Background: an optimization exercise with open tools, aiming at small area, a short achievable clock period and few clock cycles. Do not read the settings as production practice.
At most, simulation tests tie the RTL to the original design; equivalence was not proved.
No functional check of the RTL was part of run 7.
No activity file was given, so power comes from the tool's default toggle rates.

==> flow/config.mk <==
export PLATFORM = sky130hd
export DESIGN_NAME = fgc_segmenter
export DESIGN_NICKNAME = fgc_segmenter
export VERILOG_FILES = /design/flow/design.v
export SDC_FILE = /design/flow/constraint.sdc
export NUM_CORES = 4
export LEC_CHECK = 0
export CAP_MARGIN = 20
export CORE_MARGIN = 2
export CORE_UTILIZATION = 50
export PLACE_DENSITY = 0.75
export SLEW_MARGIN = 20
==> flow/standard.sh <==
#!/bin/bash
# synth_recipe.tcl (not shown) runs the flow's synth.tcl, then flattens the netlist and writes it again
# the make line also repeats each setting of config.mk as NAME=value (left out here)
make -C /OpenROAD-flow-scripts/flow DESIGN_CONFIG=/design/flow/config.mk WORK_HOME=/design/flow/orfs CLKGATE_MAP_FILE= SYNTH_SCRIPT=/design/flow/synth_recipe.tcl "${@:-finish}"
==> flow/design.v <==
module fgc_segmenter (
    input  wire        clk,
    input  wire        rst,           
    input  wire        start,
    input  wire [31:0] fw_len,
    input  wire [31:0] cursor_in,
    input  wire [31:0] req_in,
    input  wire [31:0] rewind_in,
    input  wire [31:0] maxpkt,
    input  wire [7:0]  version,
    input  wire        use_chk,
    output wire        busy,
    output wire        fw_rd,
    output wire [23:0] fw_addr,
    input  wire [7:0]  fw_rdata,
    output wire        out_valid,
    output wire [7:0]  out_data,
    input  wire        out_ready,
    output reg         done,
    output wire [1:0]  result,
    output wire [3:0]  errcode,
    output wire [31:0] res_cursor,
    output wire [31:0] res_frames,
    output wire [31:0] out_len
);
    localparam [3:0] P_IDLE = 4'd0,
                     P_S1   = 4'd1,    
                     P_S1B  = 4'd2,    
                     P_S2   = 4'd3,    
                     P_S3   = 4'd4,    
                     P_S3B  = 4'd5,    
                     P_S4   = 4'd6,    
                     P_S5   = 4'd7,    
                     P_S5B  = 4'd13,   
                     P_F    = 4'd8,    
                     P_H    = 4'd9,    
                     P_D    = 4'd10,   
                     P_C    = 4'd11,   
                     P_E    = 4'd12;   
    reg [3:0]  pst;
    reg        busy_r;
    reg [7:0]  ver;
    reg        chk;
    reg [23:0] cur;           
    reg        cneg, cbig;
    reg [23:0] left;          
    reg        qneg, qbig;
    reg [15:0] eff;           
    reg        mbig;
    reg [23:0] frames;        
    reg        rwok;
    reg [27:0] olen;          
    reg        lbig;
    reg [15:0] kc;            
    reg        kz;            
    reg [3:0]  hidx;
    reg        ext, last, ends;
    reg [7:0]  csum;
    reg        p2v;           
    reg [7:0]  o_d, s_d;
    reg        o_v, s_v;
    reg        rd_r;
    reg        r_err;
    reg [2:0]  r_code;
    assign busy       = busy_r;
    assign out_valid  = o_v;
    assign out_data   = o_d;
    assign fw_rd      = rd_r;
    assign fw_addr    = cur;
    assign result     = {r_err, 1'b0};
    assign errcode    = {1'b0, r_code};
    assign res_cursor = {8'd0, cur};
    assign res_frames = {8'd0, frames};
    assign out_len    = {4'd0, olen};
    wire [23:0] L      = olen[23:0];
    wire        v_lt4  = (ver < 8'd4);
    wire [15:0] eff1   = v_lt4 ? ((mbig || eff > 16'd250) ? 16'd250 : eff)
                               : (mbig ? 16'hFFFF : eff);
    wire        e_len  = lbig;
    wire        e_ver  = (ver < 8'd3);
    wire        e_max  = !mbig && (eff == 16'd0);
    reg         a_olen, a_fr, b_left, inv, cin, yflag;
    wire [23:0] a_w    = a_olen ? olen[23:0] : (a_fr ? frames : 24'd0);
    wire [23:0] b_w    = b_left ? (qneg ? 24'd0 : left) : cur;
    wire [24:0] y      = {1'b0, a_w} + ({1'b0, b_w} ^ {25{inv}}) + {24'd0, cin};
    wire        e_long = !v_lt4 && (eff > 16'd65531) &&
                         ((left[23:16] != 8'd0) || (left[15:0] > 16'd65531));
    wire        consume = p2v && !s_v;
    reg [7:0] hb;
    always @(*) begin
        case (hidx)
            4'd0:    hb = 8'hFF;
            4'd1:    hb = ver;
            4'd2:    hb = {6'd0, ext, chk};
            4'd3:    hb = kc[15:8];
            4'd4:    hb = kc[7:0];
            4'd5:    hb = 8'h00;
            4'd6:    hb = 8'h1D;
            4'd7:    hb = 8'h0C;
            4'd8:    hb = 8'h02;
            4'd9:    hb = 8'h04;
            4'd10:   hb = kc[15:8];
            4'd11:   hb = kc[7:0];
            default: hb = {7'd0, ends && last};
        endcase
    end
    wire [7:0] pb = (pst == P_H) ? hb : (pst == P_D) ? fw_rdata : csum;
    wire rd_phase = ((pst == P_H) && (hidx == 4'd12)) || (pst == P_D);
    wire rd       = consume && rd_phase && !kz;
    wire fend     = consume && ((rd_phase && kz && !chk) || (pst == P_C));
    wire to_c     = consume && rd_phase && kz && chk;
    reg         le;       
    wire [23:0] left_dec = left - 24'd1;
    wire [15:0] k      = le ? left[15:0] : eff;
    wire [15:0] k4     = {k[15:2] + 14'd1, k[1:0]};
    wire        ext_w  = !v_lt4 && (le ? (left[15:0] >= 16'd252) : (eff >= 16'd252));
    wire        fstart = (pst == P_F && !e_long) || (fend && !last);
    wire kdec  = rd || (consume && (pst == P_H) &&
                        (hidx == 4'd4 || hidx == 4'd5 || hidx == 4'd6 || hidx == 4'd11));
    wire ofree = !o_v || out_ready;
    wire accept = start && !busy_r;
    reg [3:0]  pst_n;
    reg        busy_n, done_n, p2v_n, kz_n, s_v_n, o_v_n;
    reg [15:0] kc_n;
    reg [3:0]  hidx_n;
    reg [23:0] cur_n, left_n, frames_n;
    reg [27:0] olen_n;
    reg [15:0] eff_n;
    reg [7:0]  csum_n, o_d_n, s_d_n;
    reg        ext_n, last_n, ends_n, rwok_n, r_err_n;
    reg [2:0]  r_code_n;
    always @(*) begin
        pst_n    = pst;
        busy_n   = busy_r;
        done_n   = 1'b0;
        p2v_n    = p2v;
        kc_n     = kc - {15'd0, kdec};
        kz_n     = kz;
        hidx_n   = hidx;
        cur_n    = cur;
        left_n   = left;
        frames_n = frames + {23'd0, fstart};
        olen_n   = olen;
        eff_n    = eff;
        csum_n   = csum;
        ext_n    = ext;
        last_n   = last;
        ends_n   = ends;
        rwok_n   = rwok;
        r_err_n  = r_err;
        r_code_n = r_code;
        o_d_n    = o_d;
        s_d_n    = s_d;
        o_v_n    = o_v;
        s_v_n    = s_v;
        if (s_v) begin
            if (ofree) begin o_d_n = s_d; o_v_n = 1'b1; s_v_n = 1'b0; end
        end else if (consume) begin
            if (ofree) begin o_d_n = pb; o_v_n = 1'b1; end
            else       begin s_d_n = pb; s_v_n = 1'b1; end
        end else if (ofree) begin
            o_v_n = 1'b0;
        end
        if (consume) begin
            olen_n = olen + 28'd1;
            csum_n = csum ^ pb;
            if (pst == P_H) begin
                if (hidx == 4'd2 && !ext) hidx_n = 4'd4;
                else if (hidx != 4'd12)   hidx_n = hidx + 4'd1;
                if (hidx == 4'd4 || hidx == 4'd5 || hidx == 4'd6 || hidx == 4'd11)
                    kz_n = (kc == 16'd1);
            end
        end
        if (rd) begin
            cur_n  = y[23:0];
            left_n = left_dec;
            kz_n   = (kc == 16'd1);
            pst_n  = P_D;
        end
        if (to_c) pst_n = P_C;
        if (fend && last) begin
            pst_n = P_E;
            p2v_n = 1'b0;
        end
        if (fstart) begin
            kc_n     = k4;
            kz_n     = 1'b0;
            ext_n    = ext_w;
            last_n   = le;
            csum_n   = 8'd0;
            hidx_n   = 4'd0;
            p2v_n    = 1'b1;
            pst_n    = P_H;
        end
        if (pst == P_E && !s_v && ofree) begin
            done_n   = 1'b1;
            r_err_n  = 1'b0;
            r_code_n = 3'd0;
            busy_n   = 1'b0;
            pst_n    = P_IDLE;
        end
        case (pst)
            P_S1: begin                       
                eff_n = eff1;
                if (e_len || e_ver || e_max) begin
                    done_n   = 1'b1;
                    r_err_n  = 1'b1;
                    r_code_n = e_len ? 3'd3 : e_ver ? 3'd4 : 3'd7;
                    olen_n   = 28'd0;
                    busy_n   = 1'b0;
                    pst_n    = P_IDLE;
                end else begin
                    pst_n = P_S1B;
                end
            end
            P_S1B: begin                      
                if (cneg)                cur_n = 24'd0;
                else if (cbig || yflag)  cur_n = L;
                pst_n = P_S2;
            end
            P_S2: begin                       
                cur_n    = y[23:0];
                frames_n = cur;               
                rwok_n   = rwok && !y[24];
                pst_n    = P_S3;
            end
            P_S3: pst_n = P_S3B;              
            P_S3B: begin                      
                if (!rwok || yflag) cur_n = frames;
                pst_n = P_S4;
            end
            P_S4: begin                       
                olen_n = {4'd0, y[23:0]};     
                pst_n  = P_S5;
            end
            P_S5: pst_n = P_S5B;              
            P_S5B: begin                      
                ends_n   = (qbig && !qneg) || yflag;
                left_n   = ((qbig && !qneg) || yflag) ? L : (qneg ? 24'd0 : left);
                olen_n   = 28'd0;
                frames_n = 24'd0;
                pst_n    = P_F;
            end
            P_F: if (e_long) begin
                done_n   = 1'b1;
                r_err_n  = 1'b1;
                r_code_n = 3'd5;
                busy_n   = 1'b0;
                pst_n    = P_IDLE;
            end
            default: ;
        endcase
        if (accept) begin
            busy_n = 1'b1;
            pst_n  = P_S1;
        end
        if (rst) begin
            pst_n  = P_IDLE;
            busy_n = 1'b0;
            done_n = 1'b0;
            p2v_n  = 1'b0;
            o_v_n  = 1'b0;
            s_v_n  = 1'b0;
        end
    end
    wire rd_n = p2v_n && !s_v_n && !kz_n &&
                (((pst_n == P_H) && (hidx_n == 4'd12)) || (pst_n == P_D));
    always @(posedge clk) begin
        pst    <= pst_n;
        busy_r <= busy_n;
        done   <= done_n;
        p2v    <= p2v_n;
        kc     <= kc_n;
        kz     <= kz_n;
        hidx   <= hidx_n;
        cur    <= cur_n;
        left   <= left_n;
        frames <= frames_n;
        olen   <= olen_n;
        eff    <= eff_n;
        csum   <= csum_n;
        ext    <= ext_n;
        last   <= last_n;
        ends   <= ends_n;
        rwok   <= rwok_n;
        r_err  <= r_err_n;
        r_code <= r_code_n;
        o_d    <= o_d_n;
        s_d    <= s_d_n;
        o_v    <= o_v_n;
        s_v    <= s_v_n;
        rd_r   <= rd_n && !rst;
        le     <= (left_n[23:16] == 8'd0) && (left_n[15:0] <= eff_n);
        yflag  <= y[24];
        a_olen <= (pst == P_IDLE) || (pst == P_S2) || (pst == P_S3B) || (pst == P_S4);
        inv    <= (pst == P_IDLE) || (pst == P_S2) || (pst == P_S3B) || (pst == P_S4);
        a_fr   <= (pst == P_S1B);
        b_left <= (pst == P_S4);
        cin    <= !((pst == P_S1B) || (pst == P_S2) || (pst == P_S4));
        if (!busy_r) begin
            ver    <= version;
            chk    <= use_chk;
            lbig   <= (fw_len[31:24] != 8'd0);
            cneg   <= cursor_in[31];
            cbig   <= (cursor_in[30:24] != 7'd0);
            rwok   <= !rewind_in[31] && (rewind_in[30:24] == 7'd0);
            left   <= req_in[23:0];
            qneg   <= req_in[31];
            qbig   <= (req_in[30:24] != 7'd0);
            eff    <= maxpkt[15:0];
            mbig   <= (maxpkt[31:16] != 16'd0);
        end
        if (accept) begin
            olen   <= {4'd0, fw_len[23:0]};
            cur    <= cursor_in[23:0];
            frames <= rewind_in[23:0];
        end
    end
endmodule
==> flow/constraint.sdc <==
create_clock -name core_clock -period 12.0 [get_ports {clk}]
set_input_delay 2.4000 -clock core_clock [delete_from_list [all_inputs] [get_ports {clk}]]
set_output_delay 2.4000 -clock core_clock [all_outputs]
set_load 0.01 [all_outputs]
==> flow/flow/run.sh <==
#!/bin/bash
# Standard ORFS layout (the standard.sh, standard synthesis unchanged),
# with repair_timing asked for extra setup slack so it optimises the
# achieved period, not just the 12 ns constraint, and ports buffered with
# plain buffers. The SDC is unchanged.
set -euo pipefail
export SETUP_SLACK_MARGIN=8.3
export BUFFER_PORTS_ARGS="-buffer_cell sky130_fd_sc_hd__buf_1"
bash standard.sh synth > synth.log 2>&1
bash standard.sh > layout.log 2>&1
==> results of run 1 <==
==> layout make-up <==
class	count	area, um^2	share of cell area
clock buffer	21	472	0.0284
tap	378	473	0.0285
sequential	200	4410	0.266
multi-input combinational	1415	9340	0.563
inverter	31	133	0.00799
clock inverter	11	128	0.00769
timing repair inverter	2	16.3	0.000980
timing repair buffer	357	1630	0.0980
==> where the power goes <==
part / leakage [nW] / switching (W) / internal (W)
clock network: 0.289 / 0.000292 / 0.000313
logic: 4.10 / 0.000474 / 0.000324
registers: 1.71 / 0.000160 / 0.000755
total: 6.10 / 0.000926 / 0.00139
==> sequential cells by signal (all words and copies together), names as in the netlist, 3 cells and up <==
| signal | cells |
|---|---|
| olen | 28 |
| cur | 24 |
| frames | 24 |
| left | 24 |
| eff | 16 |
| kc | 16 |
| csum | 8 |
| o_d | 8 |
| s_d | 8 |
| ver | 8 |
| hidx | 4 |
| pst | 4 |
| r_code | 3 |
==> layer usage <==
layer	track usage	share of wire	vias up
met5	0	0	-
met4	0.141	0.032	0
li1	-	-	6933
met2	0.517	0.45	993
met1	0.454	0.41	7206
met3	0.0706	0.11	128
==> logic make-up after synthesis <==
kind of cell | Yosys count | share of synthesized area
flip-flops | 200 | 0.306
buffers and inverters | 206 | 0.0713
multiplexers | 54 | 0.0404
adder cells (fa/ha/maj) | 53 | 0.0477
AO/OA/AOI/OAI | 479 | 0.229
other | 1 | 0.000264
AND/OR/NAND/NOR | 682 | 0.229
XOR/XNOR | 123 | 0.0757
==> critical path, delay by kind of cell <==
kind | cells | cell delay (ns)
buffers and inverters | 1 | 0.10
muxes | 1 | 0.12
AOI/OAI and AO/OA | 3 | 0.62
and+or+nand+nor | 5 | 0.83
==> cells in the mapped netlist, types with 35 or more instances <==
cell / n
a221oi_1: 73
buf_4: 51
nor2_1: 226
xor2_1: 39
nor3_1: 54
xnor2_1: 84
ha_1: 51
clkbuf_1: 100
nand2_1: 168
nand3_1: 51
nor2b_1: 45
a21oi_1: 123
edfxtp_1: 35
o21ai_0: 98
dfxtp_1: 165
==> per-stage QoR <==
step	utilization	hold slack (ns)	std cells
after global routing	0.594	0.483	2415
after CTS	0.578	0.479	2394
after global placement	0.544	0.456	2338
after detailed placement	0.544	0.460	2338
after floorplan	-	0.406	1819
final	0.594	0.481	2415
==> worst max path at each step <==
stage,startpoint,endpoint,slack [ns],depth (start not counted)
after CTS,s_v,le,8.20,12
after global routing,out_ready,rd_r,8.19,10
after global placement,b_left,rwok,6.75,15
final,out_ready,rd_r,8.28,10
after floorplan,out_ready,rd_r,8.14,9
after detailed placement,b_left,rwok,6.68,15
==> repair_timing <==
action,in CTS,in global routing
buffers inserted,20,19
endpoints found under the setup margin,75,41
endpoints found under the hold margin,0,0
cloned,4,2
resized for setup,53,77
pin swaps,12,27
==> metrics.yaml, run 1 <==
status: "finished clean"
async_flop_share: 0
cp_cell_sequence: "buf_6 -> nor2b_4 -> nor2_4 -> a2bb2oi_2 -> o21a_1 -> nor2b_1 -> o221a_2 -> nor4b_2 -> mux2i_1 -> nor4bb_1"
grt_max_degree: 66
hold_depth: 1
die_x_um: 173
crit_type: "in -> reg"
final_common_cell: "buf_1"
maxCapViolCount: 0
max_freq_ghz: 0.269
clkLatencyLatePin_ns: 0.47
initial_core_util: 0.509
overflow: 0
cp_max_fo: 2
num_rows: 61
drt-total-wl_um: 52300
maxSlewHeadroom: 0.458
max_stage_delay_ns: 0.30
final_cell_mix: "295 x buf_1, 219 x nor2_1, 167 x nand2_1"
r2r-end: "le"
syn_area_per_cell_um2: 7.91
grt_pass1_vias: 14200
synthCells: 1798
postPlaceCellArea_um2: 15200
antenna_found_initial: 0
syn_area_um2: 14200
fin_ws_ns: 8.28
hold_buffers: 0
synth_top_area_frac: 0.232
place.gp.congestion: 1.00
powerDensity_nw_per_um2: 140
finalSetupViolations: 0
fin_worst_skew_ns: 0.0173
finalHoldViolations: 0
die_area_um2: 29800
yosysWarnings: 1
antenna_left: 0
required_ns: 12.37
vias: 15300
min_path_type: "reg -> reg"
ys_top_cells_by_area: "dfxtp_1 23%, edfxtp_1 7.4%, nor2_1 6.0%"
end_kind: "flop"
worst-r2r-setup-slack_ns: 8.39
finalSetupTns_ns: 0
numCtsBuffers: 17
die_y_um: 173
vias_per_cell: 6.32
final.min_clock_period_ns: 3.72
reg2reg_depth: 16
cts-root-buf: "clkbuf_16"
grt_pass1_wl_um: 79100
design_area_um2: 16600
drt_iter0_markers: 2016
drive_gt1_frac: 0.119
cp_slowest_cell: "nor4bb_1"
synth_cell_types: 84
cts_buffer_depth: 2
yosysTopAreaCell: "dfxtp_1"
ios: 319
worst_setup_path_start_kind: "input port"
tightest_slew_ns: 0.813
total_power_w: 0.00232
slew_violations: 0
fin_crit_sh: 0.310
path_clk_slew_ns: 0.08
hpwl_um: 37700
rsz0062_at_grt: "yes"
port_buffers: 296
synth_flop_cell: "dfxtp_1"
grt_use_total: 0.335
ys_ff_latch: 200
drc: 0
synth-edff-count: 35
p_leak_nw: 6.10
syn_to_final_growth_pct: 16.6
cp.arrival_ns: 4.09
htreeDepth: 4
dr.pass1.iters: 8
core_area_um2: 27900
min_to: "r_err"
nNetsFinal: 2258
num-fill-cells: 2575
hold_path_startpoint: "r_err"
synth_seq_area_share: 0.306
diodes: 0
place_ws_ns: 6.68
cts_tree: "yes"
r2r-start: "pst[1]"
irDropWorstVdd_mv: 0.114
cts.sink_count: 200
drt-wirelength-per-cell_um: 21.7
Testbench counts, summed over its fixed seeds: cycles 220,699.
==> run 2, diff against run 1 <==
--- a/flow/flow/run.sh
+++ b/flow/flow/run.sh
@@ -6,3 +6,3 @@
 set -euo pipefail
-export SETUP_SLACK_MARGIN=8.3
+export SETUP_SLACK_MARGIN=8.4
 export BUFFER_PORTS_ARGS="-buffer_cell sky130_fd_sc_hd__buf_1"
--- a/flow/config.mk
+++ b/flow/config.mk
@@ -9,4 +9,3 @@
 export CORE_MARGIN = 2
-export CORE_UTILIZATION = 50
-export PLACE_DENSITY = 0.75
+export CORE_UTILIZATION = 40
 export SLEW_MARGIN = 20
==> run 2 against run 1 <==
Effect of this change: still clean; via count is 1.2% lower; critical path depth stayed put; die area is 24% higher; flip-flop and latch count stayed put; global-route usage is 4.3 points lower; core utilization is 12 points lower; critical path type unchanged; critical endpoint unchanged; cell area is 1.6% higher; highest routed layer unchanged; setup slack better by 0.0048 ns.
==> metrics.yaml, run 2 <==
status: "finished clean"
die_y_um: 193  # +12%
cts-root-buf: "clkbuf_16"
hpwl_um: 39900  # +5.7%
syn_area_per_cell_um2: 7.91  # unchanged
ys_ff_latch: 200  # unchanged
top_register: "olen"
cts_tree: "yes"
grt_max_degree: 82  # +24%
clkLatencyLatePin_ns: 0.47  # about the same
path_clk_slew_ns: 0.08  # about the same
cts.sink_count: 200  # unchanged
synth_flop_cell: "dfxtp_1"
pwr-share-clk: 0.254  # -0.007
tightest_slew_ns: 0.859  # +0.0457 ns
die_x_um: 193  # +12%
place.gp.congestion: 0.933  # -6.7%
fin_worst_skew_ns: 0.0195  # +0.00221 ns
grt_pass1_vias: 13900  # -2.3%
min_path_type: "reg -> reg"
num_rows: 69  # +13%
htreeDepth: 4  # unchanged
overflow: 0  # unchanged
power.internal_w: 0.00138  # -1.1%
syn_area_um2: 14200  # unchanged
finalHoldViolations: 0  # unchanged
syn_to_final_growth_pct: 18.5
final.min_clock_period_ns: 3.72  # -0.00481 ns
drc: 0  # unchanged
antenna_left: 0  # unchanged
required_ns: 12.37  # about the same
nNetsFinal: 2259  # +0.044%
synthCells: 1798  # unchanged
end_kind: "flop"
yosysWarnings: 1  # unchanged
core_area_um2: 35300  # +26%
vias_per_cell: 6.03  # -4.5%
rsz0062_at_grt: "yes"
ios: 319  # unchanged
crit_buf_inv: 1  # unchanged
finalSetupViolations: 0  # unchanged
finalSetupTns_ns: 0  # unchanged
design_area_um2: 16900  # +1.6%
cp_slowest_cell: "o221a_2"
grt_use_total: 0.292  # -0.0429
port_buffers: 296  # unchanged
yosysTopAreaCell: "dfxtp_1"
hold_buffers: 0  # unchanged
drt-wirelength-per-cell_um: 22.1  # +1.8%
maxCapViolCount: 0  # unchanged
synth_top_area_frac: 0.232  # unchanged
vias: 15100  # -1.2%
final_common_cell: "buf_1"
diodes: 0  # unchanged
p_leak_nw: 6.14  # +0.70%
synth_cell_types: 84  # unchanged
drive_gt1_frac: 0.139  # +0.0196
ys_top_cells_by_area: "dfxtp_1 23%, edfxtp_1 7.4%, nor2_1 6.0%"
comb_power_share: 0.347  # +0.003
max_freq_ghz: 0.269  # +0.13%
grt_pass1_wl_um: 82300  # +4.0%
largest_register_ffs: 28  # unchanged
drt_iter0_markers: 1228  # -39%
drt-total-wl_um: 55100  # +5.4%
cts_buffer_depth: 2  # unchanged
p_sw_w: 0.000924  # -0.25%
holdWs_ns: 0.491  # +0.00983 ns
antenna_found_initial: 0  # unchanged
max_stage_delay_ns: 0.30  # about the same
cp_max_fo: 2  # unchanged
async_flop_share: 0  # unchanged
total_power_w: 0.00230  # -0.73%
final_cell_mix: "294 x buf_1, 218 x nor2_1, 166 x nand2_1"
synth_seq_area_share: 0.306  # unchanged
crit_type: "in -> reg"
cp_cell_sequence: "buf_6 -> nor2b_4 -> nor2_4 -> a2bb2oi_2 -> o21a_1 -> nor2b_1 -> o221a_2 -> nor4b_4 -> mux2i_1 -> nor4bb_1"
power_frac_seq: 0.400  # +0.005
fin_ws_ns: 8.28  # +0.00481 ns
yosysMostFrequentCell: "nor2_1"
fin_crit_sh: 0.310  # -0.000401
path_delay_family: "simple AND/OR/NAND/NOR gates"
worst_setup_path_start_kind: "input port"
postPlaceCellArea_um2: 15300  # +0.69%
die_area_um2: 37100  # +24%
powerDensity_nw_per_um2: 137  # -2.3%
p_sw_frac: 0.402  # +0.00195
dr.pass1.iters: 7  # -1
maxSlewHeadroom: 0.428  # -0.0305
synth_common_cells: "226 x nor2_1, 168 x nand2_1, 165 x dfxtp_1"
numCtsBuffers: 17  # unchanged
initial_core_util: 0.403  # -0.106
place_ws_ns: 6.73  # +0.0558 ns
synth-edff-count: 35  # unchanged
slew_violations: 0  # unchanged
irDropWorstVdd_mv: 0.110  # -2.8%
cp.arrival_ns: 4.08  # about the same
[run 2: cell type report]
class                           instances  area, um^2
Clock inverter                         13         113
Timing Repair Buffer                  358        1690
Tap cell                              461         577
Inverter                               31         133
Multi-Input combinational cell       1415        9400
Fill cell                            3566       18500
Timing Repair inverter                  2        13.8
Sequential cell                       200        4470
Clock buffer                           19         454
[run 2: layer usage]
| layer | vias to the layer above | GRT usage | routed length (um) |
|---|---|---|---|
| met5 | - | 0 | 0 |
| met4 | 0 | 0.107 | 1640 |
| met3 | 94 | 0.0526 | 4720 |
| met2 | 774 | 0.445 | 24200 |
| met1 | 7253 | 0.410 | 24500 |
| li1 | 6952 | - | - |
[run 2: repair_timing]
item,4_1_cts,5_1_grt
gates cloned,6,1
endpoints found under the setup margin,119,50
pin swaps,20,41
resized for setup,122,69
buffers inserted,24,14
endpoints found under the hold margin,0,0
[run 2: power groups by stage]
stage | Combinational (W) | Clock (W) | Sequential (W)
final | 0.000798 | 0.000584 | 0.000919
after global routing | 0.000876 | 0.000610 | 0.000927
after CTS | 0.000743 | 0.000590 | 0.000909
after detailed placement | 0.000718 | 0 | 0.000919
after global placement | 0.000719 | 0 | 0.000918
after floorplan | 0.000538 | 0 | 0.000852
[run 2: cells by family (layout without fill, tap and decap cells)]
group | Yosys count | in the layout | synth area share
AO/OA/AOI/OAI | 479 | 479 | 0.229
XOR/XNOR | 123 | 123 | 0.0757
adder cells (fa/ha/maj) | 53 | 53 | 0.0477
buffers and inverters | 206 | 423 | 0.0713
flip-flops | 200 | 200 | 0.306
multiplexers | 54 | 54 | 0.0404
other | 1 | 22 | 0.000264
AND/OR/NAND/NOR | 682 | 684 | 0.229
[run 2: worst reg2reg max path: cells and delay by family (launching register included)]
family | cells | cell delay (ns)
AOI/OAI and AO/OA | 7 | 1.09
buffers and inverters | 2 | 0.25
xor gates and xnor gates | 2 | 0.38
and+or+nand+nor | 3 | 0.60
DFF | 1 | 0.45
adders and majority gates | 2 | 0.60
[run 2: stage by stage]
stage / std cells / util
2_1_floorplan: 1819 / -
3_3_place_gp: 2422 / 0.433
3_5_place_dp: 2422 / 0.433
4_1_cts: 2484 / 0.466
5_1_grt: 2499 / 0.477
6_report: 2499 / 0.477
[run 2: worst paths after layout]
path | start | end | slack, ns | cells past startpoint
max reg2reg | qneg | rwok | 8.39 | 16
max | out_ready | rd_r | 8.28 | 10
min | csum[1] | csum[1] | 0.49 | 2
min reg2reg | csum[1] | csum[1] | 0.49 | 2
==> run 3, diff against run 2 <==
--- a/flow/flow/run.sh
+++ b/flow/flow/run.sh
@@ -6,3 +6,3 @@
 set -euo pipefail
-export SETUP_SLACK_MARGIN=8.4
+export SETUP_SLACK_MARGIN=8.2
 export BUFFER_PORTS_ARGS="-buffer_cell sky130_fd_sc_hd__buf_1"
==> run 3 against run 2 <==
Effect of this change: clock skew shrank 0.0033 ns; wire length grew 1.4%; worst hold slack lost 0.020 ns; sequential share of layout area is essentially flat; synthesized area is the same; sequential power shrank 0.4%; clock-buffer cell count grew 2; critical path depth shrank 9; global-route usage grew 0.29 points; critical path type is now reg -> out.
==> metrics.yaml, run 3 <==
maxSlewHeadroom: 0.445  # +0.0172
worst_setup_path_start_kind: "flop"
finalSetupTns_ns: 0  # unchanged
clkLatencyLatePin_ns: 0.47  # about the same
final_common_cell: "buf_1"
drt-total-wl_um: 55900  # +1.4%
slew_violations: 0  # unchanged
met2_usage: 0.447  # +0.00291
cts_buffer_depth: 2  # unchanged
grt_pass1_wl_um: 82700  # +0.54%
grt_pass1_vias: 14000  # +0.83%
cts-root-buf: "clkbuf_16"
cp.arrival_ns: 1.37  # -2.71 ns
top_register: "olen"
vias: 14900  # -0.90%
ys_ff_latch: 200  # unchanged
fin_ws_ns: 8.23  # -0.0507 ns
synth-edff-count: 35  # unchanged
use_met1: 0.409  # -0.00170
synth_top_area_frac: 0.232  # unchanged
powerDensity_nw_per_um2: 139  # +1.7%
final.min_clock_period_ns: 3.77  # +0.0507 ns
syn_to_final_growth_pct: 16.1
synth_common_cells: "226 x nor2_1, 168 x nand2_1, 165 x dfxtp_1"
path_delay_family: "flip-flops"
postPlaceCellArea_um2: 15300  # unchanged
die_area_um2: 37100  # unchanged
place.gp.congestion: 0.972  # +4.1%
maxCapViolCount: 0  # unchanged
met3_usage: 0.0544  # +0.00182
max_stage_delay_ns: 0.67  # +0.37 ns
grt_use_total: 0.295  # +0.00294
diodes: 0  # unchanged
status: "finished clean"
crit_type: "reg -> out"
p_leak_nw: 6.06  # -1.5%
numCtsBuffers: 17  # unchanged
syn_area_um2: 14200  # unchanged
die_x_um: 193  # unchanged
design_area_um2: 16500  # -2.0%
syn_area_per_cell_um2: 7.91  # unchanged
overflow: 0  # unchanged
drt_iter0_markers: 1499  # +22%
globalRoute.busiestLayer: "met2"
core_area_um2: 35300  # unchanged
yosysMostFrequentCell: "nor2_1"
synth_seq_area_share: 0.306  # unchanged
initial_core_util: 0.403  # unchanged
num_rows: 69  # unchanged
port_buffers: 296  # unchanged
ios: 319  # unchanged
drt-wirelength-per-cell_um: 22.5  # +1.9%
tightest_slew_ns: 0.833  # -0.0258 ns
final_cell_mix: "295 x buf_1, 222 x nor2_1, 167 x nand2_1"
drc: 0  # unchanged
grt_max_degree: 64  # -22%
cp_max_fo: 7  # +5
yosysTopAreaCell: "dfxtp_1"
cts_tree: "yes"
rsz0062_at_grt: "yes"
cp_cell_sequence: "buf_1"
cts.sink_count: 200  # unchanged
hpwl_um: 40600  # +1.8%
end_kind: "primary output"
max_freq_ghz: 0.266  # -1.3%
htreeDepth: 4  # unchanged
path_clk_slew_ns: 0.09  # about the same
holdWs_ns: 0.471  # -0.0198 ns
irDropWorstVdd_mv: 0.106  # -4.0%
synthCells: 1798  # unchanged
fin_crit_sh: 0.314  # +0.00423
dr.pass1.iters: 5  # -2
largest_register_ffs: 28  # unchanged
crit_buf_inv: 1  # unchanged
min_path_type: "reg -> reg"
antenna_left: 0  # unchanged
drive_gt1_frac: 0.0997  # -0.0392
die_y_um: 193  # unchanged
async_flop_share: 0  # unchanged
ys_top_cells_by_area: "dfxtp_1 23%, edfxtp_1 7.4%, nor2_1 6.0%"
finalSetupViolations: 0  # unchanged
synth_flop_cell: "dfxtp_1"
nNetsFinal: 2247  # -0.53%
synth_cell_types: 84  # unchanged
fin_worst_skew_ns: 0.0162  # -0.00327 ns
antenna_found_initial: 0  # unchanged
yosysWarnings: 1  # unchanged
required_ns: 9.60  # -2.77 ns
cp_slowest_cell: "dfxtp_1"
vias_per_cell: 6.01  # -0.42%
place_ws_ns: 7.17  # +0.440 ns
finalHoldViolations: 0  # unchanged
-- run 3: path summary, 6_finish.rpt --
kind | startpoint | endpoint | slack, ns | depth (start not counted)
setup / recovery | olen[5] | out_len[5] | 8.23 | 1
hold / removal | r_err | r_err | 0.47 | 1
setup reg to reg | inv | olen[22] | 8.34 | 16
hold reg to reg | r_err | r_err | 0.47 | 1
-- run 3: final cells by class --
class / instances / area [um^2]
multi-input cells: 1415 / 9270
repair buffers: 346 / 1570
repair inverters: 2 / 13.8
well taps: 461 / 577
flip-flops and latches: 200 / 4380
clock inverters: 11 / 109
inverters: 31 / 128
clock buffers: 21 / 472
fillers: 3600 / 18800
-- run 3: metal layers --
| metal | wire length [um] | share of wire |
|---|---|---|
| met4 | 1990 | 0.036 |
| met3 | 4620 | 0.083 |
| met2 | 24300 | 0.44 |
| met1 | 24900 | 0.45 |
| met5 | 0 | 0 |
-- run 3: per-stage QoR --
step	total power (W)	instances	utilization
final	0.00229	2487	0.468
after global placement	0.00165	2422	0.433
after detailed placement	0.00165	2422	0.433
after global routing	0.00240	2487	0.468
after floorplan	0.00139	1819	-
after CTS	0.00226	2471	0.459
-- run 3: kinds of logic after synthesis --
logic type / Yosys count / share of synthesized area
flops: 200 / 0.306
simple gates: 682 / 0.229
xor+xnor: 123 / 0.0757
compound gates: 479 / 0.229
mux: 54 / 0.0404
buf+inv: 206 / 0.0713
other cells: 1 / 0.000264
fa+ha+maj: 53 / 0.0477
-- run 3: report_power, final --
part | internal, W | total (W) | switching, W
clock network | 0.000292 | 0.000598 | 0.000306
registers | 0.000754 | 0.000915 | 0.000162
logic | 0.000315 | 0.000782 | 0.000466
-- run 3: repair_timing --
action | in CTS | in global routing
hold buffers | 0 | 0
setup endpoints to repair | 59 | 31
resized for setup | 50 | 48
setup buffers | 11 | 16
gates cloned | 6 | 0
pin swaps | 7 | 11
endpoints found under the hold margin | 0 | 0
==> run 4, diff against run 3 <==
--- a/flow/flow/run.sh
+++ b/flow/flow/run.sh
@@ -6,3 +6,3 @@
 set -euo pipefail
-export SETUP_SLACK_MARGIN=8.2
+export SETUP_SLACK_MARGIN=8.25
 export BUFFER_PORTS_ARGS="-buffer_cell sky130_fd_sc_hd__buf_1"
==> run 4 against run 3 <==
Effect of this change: still clean; global-route usage barely moved; first-iteration DRC count fell by 16%; synthesized cell count did not move; critical path depth did not move; wire length rose by 0.12%; largest cell class unchanged; highest routed layer unchanged.
==> metrics.yaml, run 4 <==
final_cell_mix: "295 x buf_1, 223 x nor2_1, 167 x nand2_1"
top_register: "olen"
drt_iter0_markers: 1256  # -16%
yosysTopAreaCell: "dfxtp_1"
max_freq_ghz: 0.268  # +0.93%
finalSetupViolations: 0  # unchanged
ys_top_cells_by_area: "dfxtp_1 23%, edfxtp_1 7.4%, nor2_1 6.0%"
total_power_w: 0.00232  # +1.0%
grt_use_total: 0.295  # about the same
clkLatencyLatePin_ns: 0.48  # about the same
async_flop_share: 0  # unchanged
port_buffers: 296  # unchanged
min_to: "r_err"
die_x_um: 193  # unchanged
antenna_left: 0  # unchanged
synthCells: 1798  # unchanged
end_kind: "primary output"
core_area_um2: 35300  # unchanged
powerDensity_nw_per_um2: 139  # +0.32%
vias: 14900  # -0.27%
max_stage_delay_ns: 0.66  # about the same
fin_crit_sh: 0.311  # -0.00290
r2r-start: "inv"
syn_to_final_growth_pct: 16.9
htreeDepth: 4  # unchanged
min_path_type: "reg -> reg"
yosysMostFrequentCell: "nor2_1"
hpwl_um: 40600  # unchanged
worst_setup_path_start_kind: "flop"
drt-wirelength-per-cell_um: 22.5  # about the same
cts-root-buf: "clkbuf_16"
irDropWorstVdd_mv: 0.108  # +2.0%
ios: 319  # unchanged
largest_register_ffs: 28  # unchanged
finalSetupTns_ns: 0  # unchanged
num-fill-cells: 3593  # -0.19%
grt_pass1_wl_um: 82700  # about the same
final_common_cell: "buf_1"
grt_pass1_vias: 14000  # +0.29%
status: "finished clean"
final.min_clock_period_ns: 3.73  # -0.0348 ns
worst-r2r-setup-slack_ns: 8.36  # +0.02 ns
overflow: 0  # unchanged
drc: 0  # unchanged
cp_max_fo: 8  # +1
required_ns: 9.60  # about the same
slew_violations: 0  # unchanged
ys_ff_latch: 200  # unchanged
die_y_um: 193  # unchanged
fin_worst_skew_ns: 0.0186  # +0.00243 ns
dr.pass1.iters: 7  # +2
vias_per_cell: 5.98  # -0.43%
tightest_slew_ns: 0.823  # -0.0101 ns
cp_slowest_cell: "dfxtp_1"
crit_type: "reg -> out"
nNetsFinal: 2251  # +0.18%
antenna_found_initial: 0  # unchanged
hold_path_startpoint: "r_err"
drive_gt1_frac: 0.109  # +0.00966
cts_tree: "yes"
diodes: 0  # unchanged
syn_area_um2: 14200  # unchanged
synth_top_area_frac: 0.232  # unchanged
num_rows: 69  # unchanged
drt-total-wl_um: 56000  # +0.12%
reg2reg_depth: 16  # unchanged
syn_area_per_cell_um2: 7.91  # unchanged
die_area_um2: 37100  # unchanged
place.gp.congestion: 0.972  # unchanged
synth_cell_types: 84  # unchanged
finalHoldViolations: 0  # unchanged
numCtsBuffers: 17  # unchanged
p_leak_nw: 6.10  # +0.82%
rsz0062_at_grt: "yes"
cp_cell_sequence: "buf_1"
synth_seq_area_share: 0.306  # unchanged
hold_depth: 1  # unchanged
synth-edff-count: 35  # unchanged
yosysWarnings: 1  # unchanged
crit_buf_inv: 1  # unchanged
cp.arrival_ns: 1.33  # -0.04 ns
cts.sink_count: 200  # unchanged
maxSlewHeadroom: 0.451  # +0.00673
design_area_um2: 16600  # +0.71%
maxCapViolCount: 0  # unchanged
path_delay_family: "flip-flops"
postPlaceCellArea_um2: 15300  # unchanged
r2r-end: "cur[22]"
grt_max_degree: 64  # unchanged
synth_common_cells: "226 x nor2_1, 168 x nand2_1, 165 x dfxtp_1"
initial_core_util: 0.403  # unchanged
synth_flop_cell: "dfxtp_1"
cts_buffer_depth: 2  # unchanged
path_clk_slew_ns: 0.08  # about the same
==> run 4: cell types whose count changed in the layout (fill, tap and decap cells not counted), sizes merged <==
cell / change
buf: +5
clkbuf: -1
==> run 4: cell families after synthesis <==
family,count (synthesis),share of synthesized area
AND/OR/NAND/NOR,682,0.229
AO/OA/AOI/OAI,479,0.229
buffers and inverters,206,0.0713
flip-flops,200,0.306
XOR/XNOR,123,0.0757
multiplexers,54,0.0404
adder cells (fa/ha/maj),53,0.0477
other,1,0.000264
==> run 4: power by group <==
group          switching (W)  internal (W)  total [W]
sequential          0.000163      0.000754   0.000917
combinational       0.000473      0.000331   0.000804
clock               0.000306      0.000292   0.000598
==> run 4: how the worst max path moves through the flow <==
stage	to	cells after the start	slack (ns)	from
floorplan	rd_r	9	8.14	out_ready
global placement	rwok	15	7.34	qneg
detailed placement	frames[22]	19	7.17	hidx[0]
CTS	out_len[4]	1	8.26	olen[4]
global route	rd_r	10	8.15	out_ready
finish	out_len[4]	1	8.27	olen[4]
==> run 4: per-stage QoR <==
| stage | hold slack, ns | instances | util | setup slack [ns] |
|---|---|---|---|---|
| CTS | 0.479 | 2475 | 0.460 | 8.26 |
| finish | 0.469 | 2491 | 0.471 | 8.27 |
| global placement | 0.451 | 2422 | 0.433 | 7.34 |
| global route | 0.498 | 2491 | 0.471 | 8.15 |
| detailed placement | 0.460 | 2422 | 0.433 | 7.17 |
| floorplan | 0.406 | 1819 | - | 8.14 |
==> run 4: repair_timing <==
item	4_1_cts	5_1_grt
buffers inserted	15	16
endpoints found under the setup margin	65	32
hold buffers	0	0
gates resized for setup	58	62
pin swaps	9	19
gates cloned	6	0
==> run 4: routing by layer <==
metal / wire, um / GRT usage
met4: 2020 / 0.130
met2: 24300 / 0.446
met5: 0 / 0
met1: 25000 / 0.408
met3: 4630 / 0.0549
==> run 4: final cells by class <==
type	count	area [um^2]	share of cell area
multi-input cells	1415	9340	0.561
flip-flops and latches	200	4390	0.264
repair buffers	350	1610	0.0967
well taps	461	577	0.0347
clock buffers	21	472	0.0284
inverters	31	128	0.00767
clock inverters	11	109	0.00654
repair inverters	2	13.8	0.000827
==> run 5, diff against run 4 <==
--- a/flow/flow/run.sh
+++ b/flow/flow/run.sh
@@ -6,3 +6,3 @@
 set -euo pipefail
-export SETUP_SLACK_MARGIN=8.25
+export SETUP_SLACK_MARGIN=8.3
 export BUFFER_PORTS_ARGS="-buffer_cell sky130_fd_sc_hd__buf_1"
==> run 5 against run 4 <==
Effect of this change: fmax is 0.93% higher; critical path type is now in -> reg; clock skew is 0.0053 ns lower; synthesized area stayed put; die area stayed put; register-to-register slack better by 0.08 ns; largest cell class unchanged; power is 1.2% higher; via count is 0.10% lower; non-clock buffer count is 2 higher; worst hold slack better by 0.0097 ns.
==> metrics.yaml, run 5 <==
die_y_um: 193  # unchanged
max_stage_delay_ns: 0.30  # -0.36 ns
rsz0062_at_grt: "yes"
antenna_found_initial: 0  # unchanged
die_x_um: 193  # unchanged
p_sw_w: 0.000933  # -0.95%
maxCapViolCount: 0  # unchanged
max_freq_ghz: 0.270  # +0.93%
min_to: "r_err"
vias: 14900  # -0.10%
drc: 0  # unchanged
num-fill-cells: 3597  # +0.11%
cp_max_fo: 2  # -6
dr.pass1.iters: 5  # -2
final_common_cell: "buf_1"
synth-edff-count: 35  # unchanged
p_leak_nw: 6.12  # +0.24%
hpwl_um: 41100  # +1.3%
numCtsBuffers: 17  # unchanged
fin_ws_ns: 8.30  # +0.0343 ns
crit_type: "in -> reg"
slew_violations: 0  # unchanged
initial_core_util: 0.403  # unchanged
path_delay_family: "simple AND/OR/NAND/NOR gates"
grt_use_total: 0.297  # +0.00240
cts_buffer_depth: 2  # unchanged
drt-total-wl_um: 56000  # +0.12%
crit_buf_inv: 1  # unchanged
cts.sink_count: 200  # unchanged
powerDensity_nw_per_um2: 141  # +1.1%
drt_iter0_markers: 1397  # +11%
yosysTopAreaCell: "dfxtp_1"
ys_ff_latch: 200  # unchanged
dp_cells: 2422  # unchanged
synth_common_cells: "226 x nor2_1, 168 x nand2_1, 165 x dfxtp_1"
tightest_slew_ns: 0.858  # +0.0352 ns
grt_pass1_wl_um: 82900  # +0.21%
synth_flop_cell: "dfxtp_1"
top_register: "olen"
finalHoldViolations: 0  # unchanged
die_area_um2: 37100  # unchanged
yosysWarnings: 1  # unchanged
r2r-end: "le"
syn_area_per_cell_um2: 7.91  # unchanged
synth_cell_types: 84  # unchanged
drt-wirelength-per-cell_um: 22.5  # about the same
maxSlewHeadroom: 0.428  # -0.0234
power_frac_seq: 0.392  # -0.003
path_clk_slew_ns: 0.07  # about the same
hold_depth: 1  # unchanged
r2r-start: "pst[1]"
fin_crit_sh: 0.308  # -0.00286
cp_slowest_cell: "o221a_2"
async_flop_share: 0  # unchanged
clkLatencyLatePin_ns: 0.47  # about the same
synthCells: 1798  # unchanged
port_buffers: 296  # unchanged
ios: 319  # unchanged
grt_max_degree: 78  # +22%
core_area_um2: 35300  # unchanged
final.min_clock_period_ns: 3.70  # -0.0343 ns
p_sw_frac: 0.398  # -0.00852
overflow: 0  # unchanged
irDropWorstVdd_mv: 0.113  # +4.6%
ys_top_cells_by_area: "dfxtp_1 23%, edfxtp_1 7.4%, nor2_1 6.0%"
nNetsFinal: 2252  # +0.044%
min_path_type: "reg -> reg"
hold_path_startpoint: "r_err"
power.internal_w: 0.00141  # +2.6%
syn_to_final_growth_pct: 17.1
reg2reg_depth: 16  # unchanged
hold_buffers: 0  # unchanged
required_ns: 12.36  # +2.76 ns
stdcell_count: 2492  # +0.040%
cp.arrival_ns: 4.06  # +2.73 ns
fin_worst_skew_ns: 0.0134  # -0.00526 ns
finalSetupTns_ns: 0  # unchanged
vias_per_cell: 5.97  # -0.14%
yosysMostFrequentCell: "nor2_1"
place.gp.congestion: 0.964  # -0.76%
cts_tree: "yes"
cts-root-buf: "clkbuf_16"
synth_top_area_frac: 0.232  # unchanged
diodes: 0  # unchanged
grt_pass1_vias: 13800  # -1.9%
syn_area_um2: 14200  # unchanged
comb_power_share: 0.336  # -0.011
num_rows: 69  # unchanged
antenna_left: 0  # unchanged
cp_cell_sequence: "buf_6 -> nor2b_4 -> nor2_4 -> a2bb2oi_2 -> o21a_1 -> nor2b_1 -> o221a_2 -> nor4b_4 -> mux2i_1 -> nor4bb_1"
status: "finished clean"
place_ws_ns: 7.21  # +0.0427 ns
finalSetupViolations: 0  # unchanged
drive_gt1_frac: 0.117  # +0.00733
worst_setup_path_start_kind: "input port"
largest_register_ffs: 28  # unchanged
worst-r2r-setup-slack_ns: 8.44  # +0.08 ns
pwr-share-clk: 0.272  # +0.014
htreeDepth: 4  # unchanged
synth_seq_area_share: 0.306  # unchanged
end_kind: "flop"
startpoint: "out_ready"
final_cell_mix: "295 x buf_1, 219 x nor2_1, 165 x nand2_1"
-- run 5: cell counts after synthesis --
No cell type changed its count.
-- run 5: worst max path at each step --
stage,end,slack (ns),depth (start not counted)
detailed placement,frames[22],7.21,19
global placement,frames[22],7.35,19
global route,rd_r,8.17,10
finish,rd_r,8.30,10
CTS,rd_r,8.22,10
floorplan,rd_r,8.14,9
-- run 5: final cells by class --
cell class | instances | area (um^2) | share of cell area
multi-input combinational | 1414 | 9270 | 0.557
timing repair inverter | 2 | 11.3 | 0.000676
inverter | 31 | 133 | 0.00796
clock inverter | 12 | 158 | 0.00947
timing repair buffer | 352 | 1610 | 0.0969
clock buffer | 20 | 468 | 0.0281
tap | 461 | 577 | 0.0346
sequential | 200 | 4420 | 0.265
-- run 5: repair_timing --
item                       4_1_cts  5_1_grt
setup endpoints to repair       76       34
pin swaps                       11       22
cloned                           5        0
gates resized for setup         73       60
buffers inserted                16       17
-- run 5: cells by family after synthesis --
kind of cell             count (synthesis)  synth area share
AND/OR/NAND/NOR                        682             0.229
AO/OA/AOI/OAI                          479             0.229
multiplexers                            54            0.0404
XOR/XNOR                               123            0.0757
buffers and inverters                  206            0.0713
other                                    1          0.000264
flip-flops                             200             0.306
adder cells (fa/ha/maj)                 53            0.0477
-- run 5: layer usage --
| metal | global-route usage | part of all wire | vias to the layer above | routed length [um] |
|---|---|---|---|---|
| met5 | 0 | 0 | - | 0 |
| met3 | 0.0533 | 0.080 | 72 | 4460 |
| met2 | 0.453 | 0.44 | 744 | 24600 |
| li1 | - | - | 6917 | - |
| met1 | 0.423 | 0.46 | 7148 | 25600 |
| met4 | 0.0966 | 0.025 | 0 | 1380 |
-- run 5: metrics by stage --
step / power [W] / hold WS, ns / instance area [um^2] / util
finish: 0.00235 / 0.479 / 16700 / 0.472
global placement: 0.00165 / 0.465 / 15300 / 0.433
floorplan: 0.00139 / 0.406 / 14300 / -
global route: 0.00245 / 0.520 / 16700 / 0.472
CTS: 0.00230 / 0.492 / 16300 / 0.462
detailed placement: 0.00165 / 0.474 / 15300 / 0.433
-- run 5: power by group through the flow --
stage                     combinational [W]  sequential (W)  clock [W]
after detailed placement           0.000722        0.000924          0
after CTS                          0.000747        0.000911   0.000641
after global placement             0.000730        0.000923          0
after floorplan                    0.000538        0.000852          0
final                              0.000788        0.000920   0.000637
after global routing               0.000862        0.000926   0.000666
==> run 6, diff against run 5 <==
--- a/flow/config.mk
+++ b/flow/config.mk
@@ -10,2 +10,3 @@
 export CORE_UTILIZATION = 40
+export CTS_BUF_LIST = sky130_fd_sc_hd__clkbuf_8 sky130_fd_sc_hd__clkbuf_16
 export SLEW_MARGIN = 20
==> run 6 against run 5 <==
Effect of this change: combinational power about the same; synthesized cell count stayed put; flip-flop and latch count unchanged; first-iteration DRC count fell by 0.86%; sequential power barely moved; clock-buffer cell count decreased by 1; clock power about the same; cell area stayed put; setup slack gained 0.0016 ns; synthesized area unchanged; clock skew barely moved; core utilization unchanged; critical endpoint unchanged.
==> metrics.yaml, run 6 <==
status: "finished clean"
irDropWorstVdd_mv: 0.113  # +0.36%
cts_tree: "yes"
rsz0062_at_grt: "yes"
port_buffers: 296  # unchanged
nNetsFinal: 2252  # unchanged
ys_ff_latch: 200  # unchanged
worst_setup_path_start_kind: "input port"
maxSlewHeadroom: 0.433  # +0.00469
synthMuxAreaShare: 0.0404  # unchanged
antenna_left: 0  # unchanged
die_x_um: 193  # unchanged
yosys.area_share.simple: 0.229  # unchanged
synth_compound_area_frac: 0.229  # unchanged
die_y_um: 193  # unchanged
cp_max_fo: 2  # unchanged
synthCells: 1798  # unchanged
cp.arrival_ns: 4.06  # about the same
finalSetupViolations: 0  # unchanged
max_stage_delay_ns: 0.30  # about the same
num_rows: 69  # unchanged
cts_buffer_depth: 2  # unchanged
cts-root-buf: "clkbuf_16"
final_cell_mix: "295 x buf_1, 219 x nor2_1, 165 x nand2_1"
grt_pass1_wl_um: 82900  # unchanged
cp_slowest_cell: "o221a_2"
ys_top_cells_by_area: "dfxtp_1 23%, edfxtp_1 7.4%, nor2_1 6.0%"
synth_xor_area_frac: 0.0757  # unchanged
syn_area_um2: 14200  # unchanged
slew_violations: 0  # unchanged
yosysMostFrequentCell: "nor2_1"
powerDensity_nw_per_um2: 141  # about the same
min_path_type: "reg -> reg"
core_area_um2: 35300  # unchanged
cp_cell_sequence: "buf_6 -> nor2b_4 -> nor2_4 -> a2bb2oi_2 -> o21a_1 -> nor2b_1 -> o221a_2 -> nor4b_4 -> mux2i_1 -> nor4bb_1"
drc: 0  # unchanged
synth_top_family_by_area: "compound AO/OA/AOI/OAI gates"
cts.sink_count: 200  # unchanged
required_ns: 12.37  # about the same
drt-total-wl_um: 56000  # about the same
diodes: 0  # unchanged
synth_cell_types: 84  # unchanged
crit_type: "in -> reg"
finalHoldViolations: 0  # unchanged
die_area_um2: 37100  # unchanged
yosysWarnings: 1  # unchanged
drive_gt1_frac: 0.117  # unchanged
overflow: 0  # unchanged
synth_common_cells: "226 x nor2_1, 168 x nand2_1, 165 x dfxtp_1"
yosysTopAreaCell: "dfxtp_1"
hpwl_um: 41100  # unchanged
synth-edff-count: 35  # unchanged
max_freq_ghz: 0.271  # about the same
largest_register_ffs: 28  # unchanged
initial_core_util: 0.403  # unchanged
top_register: "olen"
syn_to_final_growth_pct: 17.1  # unchanged
vias: 14900  # +0.0067%
maxCapViolCount: 0  # unchanged
drt-wirelength-per-cell_um: 22.5  # about the same
end_kind: "flop"
fin_worst_skew_ns: 0.0136  # +0.000207 ns
dp_cells: 2422  # unchanged
stdcell_count: 2492  # unchanged
synth_flop_cell: "dfxtp_1"
grt_use_total: 0.297  # unchanged
crit_buf_inv: 1  # unchanged
place.gp.congestion: 0.964  # unchanged
clkLatencyLatePin_ns: 0.47  # about the same
fin_crit_sh: 0.308  # about the same
synth_top_area_frac: 0.232  # unchanged
final_common_cell: "buf_1"
ios: 319  # unchanged
async_flop_share: 0  # unchanged
dr.pass1.iters: 6  # +1
vias_per_cell: 5.97  # about the same
p_leak_nw: 6.12  # about the same
synth_adder_area_share: 0.0477  # unchanged
grt_max_degree: 78  # unchanged
finalSetupTns_ns: 0  # unchanged
tightest_slew_ns: 0.851  # -0.00703 ns
syn_area_per_cell_um2: 7.91  # unchanged
numCtsBuffers: 17  # unchanged
htreeDepth: 4  # unchanged
path_clk_slew_ns: 0.08  # about the same
synth_seq_area_share: 0.306  # unchanged
final.min_clock_period_ns: 3.70  # -0.00159 ns
antenna_found_initial: 0  # unchanged
path_delay_family: "simple AND/OR/NAND/NOR gates"
drt_iter0_markers: 1385  # -0.86%
grt_pass1_vias: 13800  # unchanged
-- run 6: power breakdown --
part	internal (W)	leakage, nW	switching (W)
registers	0.000755	1.71	0.000165
clock network	0.000332	0.312	0.000304
logic	0.000325	4.10	0.000463
-- run 6: metal layers --
layer / part of all wire / track usage / up-vias
li1: - / - / 6919
met1: 0.46 / 0.423 / 7147
met2: 0.44 / 0.453 / 735
met3: 0.078 / 0.0533 / 81
met4: 0.026 / 0.0966 / 0
met5: 0 / 0 / -
-- run 6: worst register-to-register path, delay by kind of cell (launching register included) --
kind / cells / cell delay (ns)
AO/OA/AOI/OAI: 8 / 1.18
adder cells (fa/ha/maj): 1 / 0.31
flip-flops: 1 / 0.41
AND/OR/NAND/NOR: 7 / 1.58
-- run 6: worst paths after layout --
kind	start	end	slack, ns	cells past startpoint
min	r_err	r_err	0.48	1
min reg2reg	r_err	r_err	0.48	1
max reg2reg	pst[1]	le	8.44	16
max	out_ready	rd_r	8.30	10
-- run 6: stage by stage --
step / hold slack [ns] / utilization / power, W / area [um^2] / setup slack [ns]
2_1_floorplan: 0.406 / - / 0.00139 / 14300 / 8.14
3_3_place_gp: 0.465 / 0.433 / 0.00165 / 15300 / 7.35
3_5_place_dp: 0.474 / 0.433 / 0.00165 / 15300 / 7.21
4_1_cts: 0.492 / 0.462 / 0.00230 / 16300 / 8.22
5_1_grt: 0.520 / 0.472 / 0.00245 / 16700 / 8.18
6_report: 0.480 / 0.472 / 0.00234 / 16700 / 8.30
-- run 6: area by class of cell --
type / instances / area, um^2
tap: 461 / 577
timing repair buffer: 352 / 1610
inverter: 31 / 133
multi-input combinational: 1414 / 9270
fill: 3597 / 18700
clock buffer: 19 / 464
clock inverter: 13 / 161
sequential: 200 / 4420
timing repair inverter: 2 / 11.3
-- run 6: timing repair --
| item | 4_1_cts | 5_1_grt |
|---|---|---|
| pin swaps | 11 | 22 |
| resized for setup | 73 | 60 |
| cloned | 5 | 0 |
| hold buffers | 0 | 0 |
| setup endpoints to repair | 76 | 34 |
| setup buffers | 16 | 17 |
-- run 6: kinds of logic after synthesis --
| group | count (synthesis) |
|---|---|
| AO/OA/AOI/OAI | 479 |
| XOR/XNOR | 123 |
| adder cells (fa/ha/maj) | 53 |
| buffers and inverters | 206 |
| flip-flops | 200 |
| multiplexers | 54 |
| other | 1 |
| AND/OR/NAND/NOR | 682 |
==> run 7, diff against run 6 <==
--- a/flow/design.v
+++ b/flow/design.v
@@ -62,2 +62,3 @@
     reg        rd_r;
+    reg        ocy;           
     reg        r_err;
@@ -142,3 +143,3 @@
         frames_n = frames + {23'd0, fstart};
-        olen_n   = olen;
+        olen_n   = {olen[27:8] + {19'd0, ocy}, olen[7:0]};
         eff_n    = eff;
@@ -164,3 +165,3 @@
         if (consume) begin
-            olen_n = olen + 28'd1;
+            olen_n[7:0] = olen[7:0] + 8'd1;
             csum_n = csum ^ pb;
@@ -292,2 +293,3 @@
         rd_r   <= rd_n && !rst;
+        ocy    <= consume && (olen[7:0] == 8'hFF);
         le     <= (left_n[23:16] == 8'd0) && (left_n[15:0] <= eff_n);
--- a/flow/config.mk
+++ b/flow/config.mk
@@ -10,3 +10,2 @@
 export CORE_UTILIZATION = 40
-export CTS_BUF_LIST = sky130_fd_sc_hd__clkbuf_8 sky130_fd_sc_hd__clkbuf_16
 export SLEW_MARGIN = 20
==> run 7 against run 6 <==
Effect of this change: setup slack got worse by 0.017 ns; flip-flop and latch count increased by 1; synthesized area fell by 0.69%; worst hold slack better by 0.013 ns; first-iteration DRC count up 2.2%; critical path type is now reg -> reg; largest power group unchanged; highest routed layer unchanged.
==> metrics.yaml, run 7 <==
drt_iter0_markers: 1416  # +2.2%
status: "finished clean"
yosysTopAreaCell: "dfxtp_1"
p_leak_nw: 6.46  # +5.4%
antenna_found_initial: 0  # unchanged
htreeDepth: 1  # -3
num-fill-cells: 3377  # -6.1%
hold_depth: 2  # +1
path_clk_slew_ns: 0.07  # about the same
num_rows: 68  # -1.4%
powerDensity_nw_per_um2: 150  # +6.4%
cp_max_fo: 3  # +1
cts-root-buf: "clkbuf_16"
grt_use_total: 0.288  # -0.00949
cts_buffer_depth: 3  # +1
ios: 319  # unchanged
worst_setup_path_start_kind: "flop"
die_y_um: 192  # -0.34%
dr.pass1.iters: 5  # -1
synth-edff-count: 35  # unchanged
overflow: 0  # unchanged
top_register: "olen"
finalSetupTns_ns: 0  # unchanged
pwr-share-clk: 0.340  # +0.069
initial_core_util: 0.408  # +0.00508
drc: 0  # unchanged
min_path_type: "reg -> reg"
grt_max_degree: 84  # +7.7%
cts.sink_count: 201  # +0.50%
ys_ff_latch: 201  # +0.50%
max_freq_ghz: 0.269  # -0.46%
nNetsFinal: 2237  # -0.67%
vias_per_cell: 6.00  # +0.41%
p_sw_w: 0.000929  # -0.34%
maxCapViolCount: 0  # unchanged
syn_area_um2: 14100  # -0.69%
place_ws_ns: 7.37  # +0.156 ns
final_common_cell: "buf_1"
final_cell_mix: "295 x buf_1, 204 x nor2_1, 145 x nand2_1"
comb_power_share: 0.305  # -0.031
yosysMostFrequentCell: "nor2_1"
end_kind: "flop"
yosysWarnings: 1  # unchanged
required_ns: 12.44  # +0.07 ns
p_sw_frac: 0.361  # -0.0366
synthCells: 1755  # -2.4%
rsz0062_at_grt: "yes"
grt_pass1_vias: 13900  # +1.0%
hpwl_um: 38700  # -5.8%
finalHoldViolations: 0  # unchanged
antenna_left: 0  # unchanged
cp.arrival_ns: 4.15  # +0.09 ns
cts_tree: "yes"
syn_to_final_growth_pct: 21.6
synth_top_area_frac: 0.235  # +0.00304
fin_worst_skew_ns: 0.0145  # +0.000903 ns
die_area_um2: 36800  # -0.68%
crit_type: "reg -> reg"
diodes: 0  # unchanged
hold_buffers: 0  # unchanged
largest_register_ffs: 28  # unchanged
synth_seq_area_share: 0.310  # +0.00356
place.gp.congestion: 0.940  # -2.5%
tightest_slew_ns: 1.11  # +0.261 ns
die_x_um: 192  # -0.34%
drt-wirelength-per-cell_um: 22.4  # -0.57%
vias: 14800  # -0.28%
power.internal_w: 0.00164  # +16%
grt_pass1_wl_um: 81800  # -1.3%
clkLatencyLatePin_ns: 0.55  # +0.08 ns
maxSlewHeadroom: 0.258  # -0.174
fin_ws_ns: 8.29  # -0.0169 ns
final.min_clock_period_ns: 3.71  # +0.0169 ns
drt-total-wl_um: 55300  # -1.3%
power_frac_seq: 0.355  # -0.037
synth_cell_types: 78  # -7.1%
core_area_um2: 34600  # -1.9%
synth_common_cells: "208 x nor2_1, 166 x dfxtp_1, 146 x nand2_1"
port_buffers: 296  # unchanged
fin_crit_sh: 0.309  # +0.00141
syn_area_per_cell_um2: 8.05  # +1.7%
irDropWorstVdd_mv: 0.0925  # -18%
synth_flop_cell: "dfxtp_1"
reg2reg_depth: 14  # -2
numCtsBuffers: 25  # +8
async_flop_share: 0  # unchanged
drive_gt1_frac: 0.133  # +0.0165
finalSetupViolations: 0  # unchanged
ys_top_cells_by_area: "dfxtp_1 24%, edfxtp_1 7.4%, nor2_1 5.5%"
slew_violations: 0  # unchanged
-- run 7: changes by cell type after synthesis, moves of 12 or more --
cell / delta
a31o_2: +23
nand2_1: -22
a21oi_1: -27
nor2_1: -18
a221o_1: +12
xnor2_1: -28
xor2_1: +23
-- run 7: logic make-up (layout without fill, tap and decap cells) --
| logic type | after synthesis | after routing | share of synthesized area |
|---|---|---|---|
| XOR/XNOR | 118 | 118 | 0.0732 |
| multiplexers | 53 | 53 | 0.0398 |
| other | 1 | 22 | 0.000265 |
| adder cells (fa/ha/maj) | 55 | 55 | 0.0498 |
| AO/OA/AOI/OAI | 469 | 469 | 0.235 |
| buffers and inverters | 200 | 444 | 0.0675 |
| AND/OR/NAND/NOR | 658 | 658 | 0.225 |
| flip-flops | 201 | 201 | 0.310 |
-- run 7: worst paths after layout --
kind | startpoint | slack (ns) | to
min reg2reg | csum[2] | 0.49 | csum[2]
min | csum[2] | 0.49 | csum[2]
max reg2reg | qneg | 8.29 | olen[22]
max | qneg | 8.29 | olen[22]
-- run 7: power groups by stage --
stage / Clock (W) / Sequential [W] / Combinational (W)
CTS: 0.000884 / 0.000907 / 0.000746
global route: 0.000910 / 0.000918 / 0.000858
floorplan: 0 / 0.000852 / 0.000547
detailed placement: 0 / 0.000916 / 0.000719
global placement: 0 / 0.000916 / 0.000715
finish: 0.000875 / 0.000913 / 0.000786
-- run 7: per-layer routing --
metal,routed length [um],global-route usage
met1,23000,0.370
met5,0,0
met4,2610,0.123
met2,25700,0.478
met3,4020,0.0451
-- run 7: final cells by class --
type,instances,area (um^2),share of cell area
clock buffers,31,689,0.0401
repair inverters,2,10.0,0.000583
flip-flops and latches,201,4440,0.258
well taps,455,569,0.0332
multi-input cells,1375,9210,0.537
repair buffers,365,1870,0.109
inverters,31,126,0.00736
clock inverters,15,256,0.0149
-- run 7: stage by stage --
step	power, W	instances	hold WS, ns	util	instance area (um^2)
after floorplan	0.00140	1776	0.406	-	14200
after global placement	0.00163	2380	0.464	0.441	15300
after detailed placement	0.00163	2380	0.481	0.441	15300
after CTS	0.00254	2446	0.489	0.483	16700
after global routing	0.00269	2475	0.530	0.496	17200
final	0.00257	2475	0.493	0.496	17200
-- run 7: critical path, cell delays in order, from the launching register on --
cell	delay, ns
edfxtp_1	0.44
clkinv_4	0.11
a31o_4	0.24
xnor2_2	0.14
fa_2	0.23
inv_2	0.04
fa_2	0.41
a211oi_2	0.30
o21ai_2	0.11
a2111o_1	0.51
a311oi_4	0.43
o311ai_2	0.13
xor2_1	0.18
a221oi_2	0.26
nor2_1	0.07
-- run 7: timing repair --
item                       CTS  global route
pin swaps                    6            16
setup endpoints to repair   83            41
resized for setup           69            50
setup buffers               12            27
cloned                       8             2

-- static timing again, ports no longer ideal --
No port has a modelled driver above. Below, the same layouts with a new extraction and two added sets of constraints.
Step 1 (the two cells are an assumption about what drives the block):
set clk [get_ports {clk}]
set_driving_cell -lib_cell sky130_fd_sc_hd__clkbuf_16 $clk
set_driving_cell -lib_cell sky130_fd_sc_hd__buf_2 [delete_from_list [all_inputs] $clk]
Step 2 also shifts input and output timing later by t, the mid clock arrival at the registers, as if the neighbouring blocks saw the same clock.
a / b / c = ideal / step 1 / step 2; a / b = the first two.
run | t (ns) | slack for setup (ns) | latest minus earliest clock arrival (ns)
run 1 | 0.515 | 8.280 / 8.258 / 7.784 | 0.017 / 0.018
run 2 | 0.519 | 8.285 / 8.303 / 7.784 | 0.019 / 0.020
run 3 | 0.518 | 8.234 / 8.178 / 7.781 | 0.016 / 0.016
run 4 | 0.522 | 8.269 / 8.214 / 7.781 | 0.018 / 0.019
run 5 | 0.520 | 8.303 / 8.253 / 7.799 | 0.014 / 0.013
run 6 | 0.522 | 8.305 / 8.250 / 7.799 | 0.014 / 0.014
run 7 | 0.596 | 8.288 / 8.270 / 7.884 | 0.014 / 0.014
After both steps setup and hold are still met in every run listed. For run 6, which loses most, drivers alone change the setup slack by -0.055 ns; drivers and shift together by -0.506 ns.
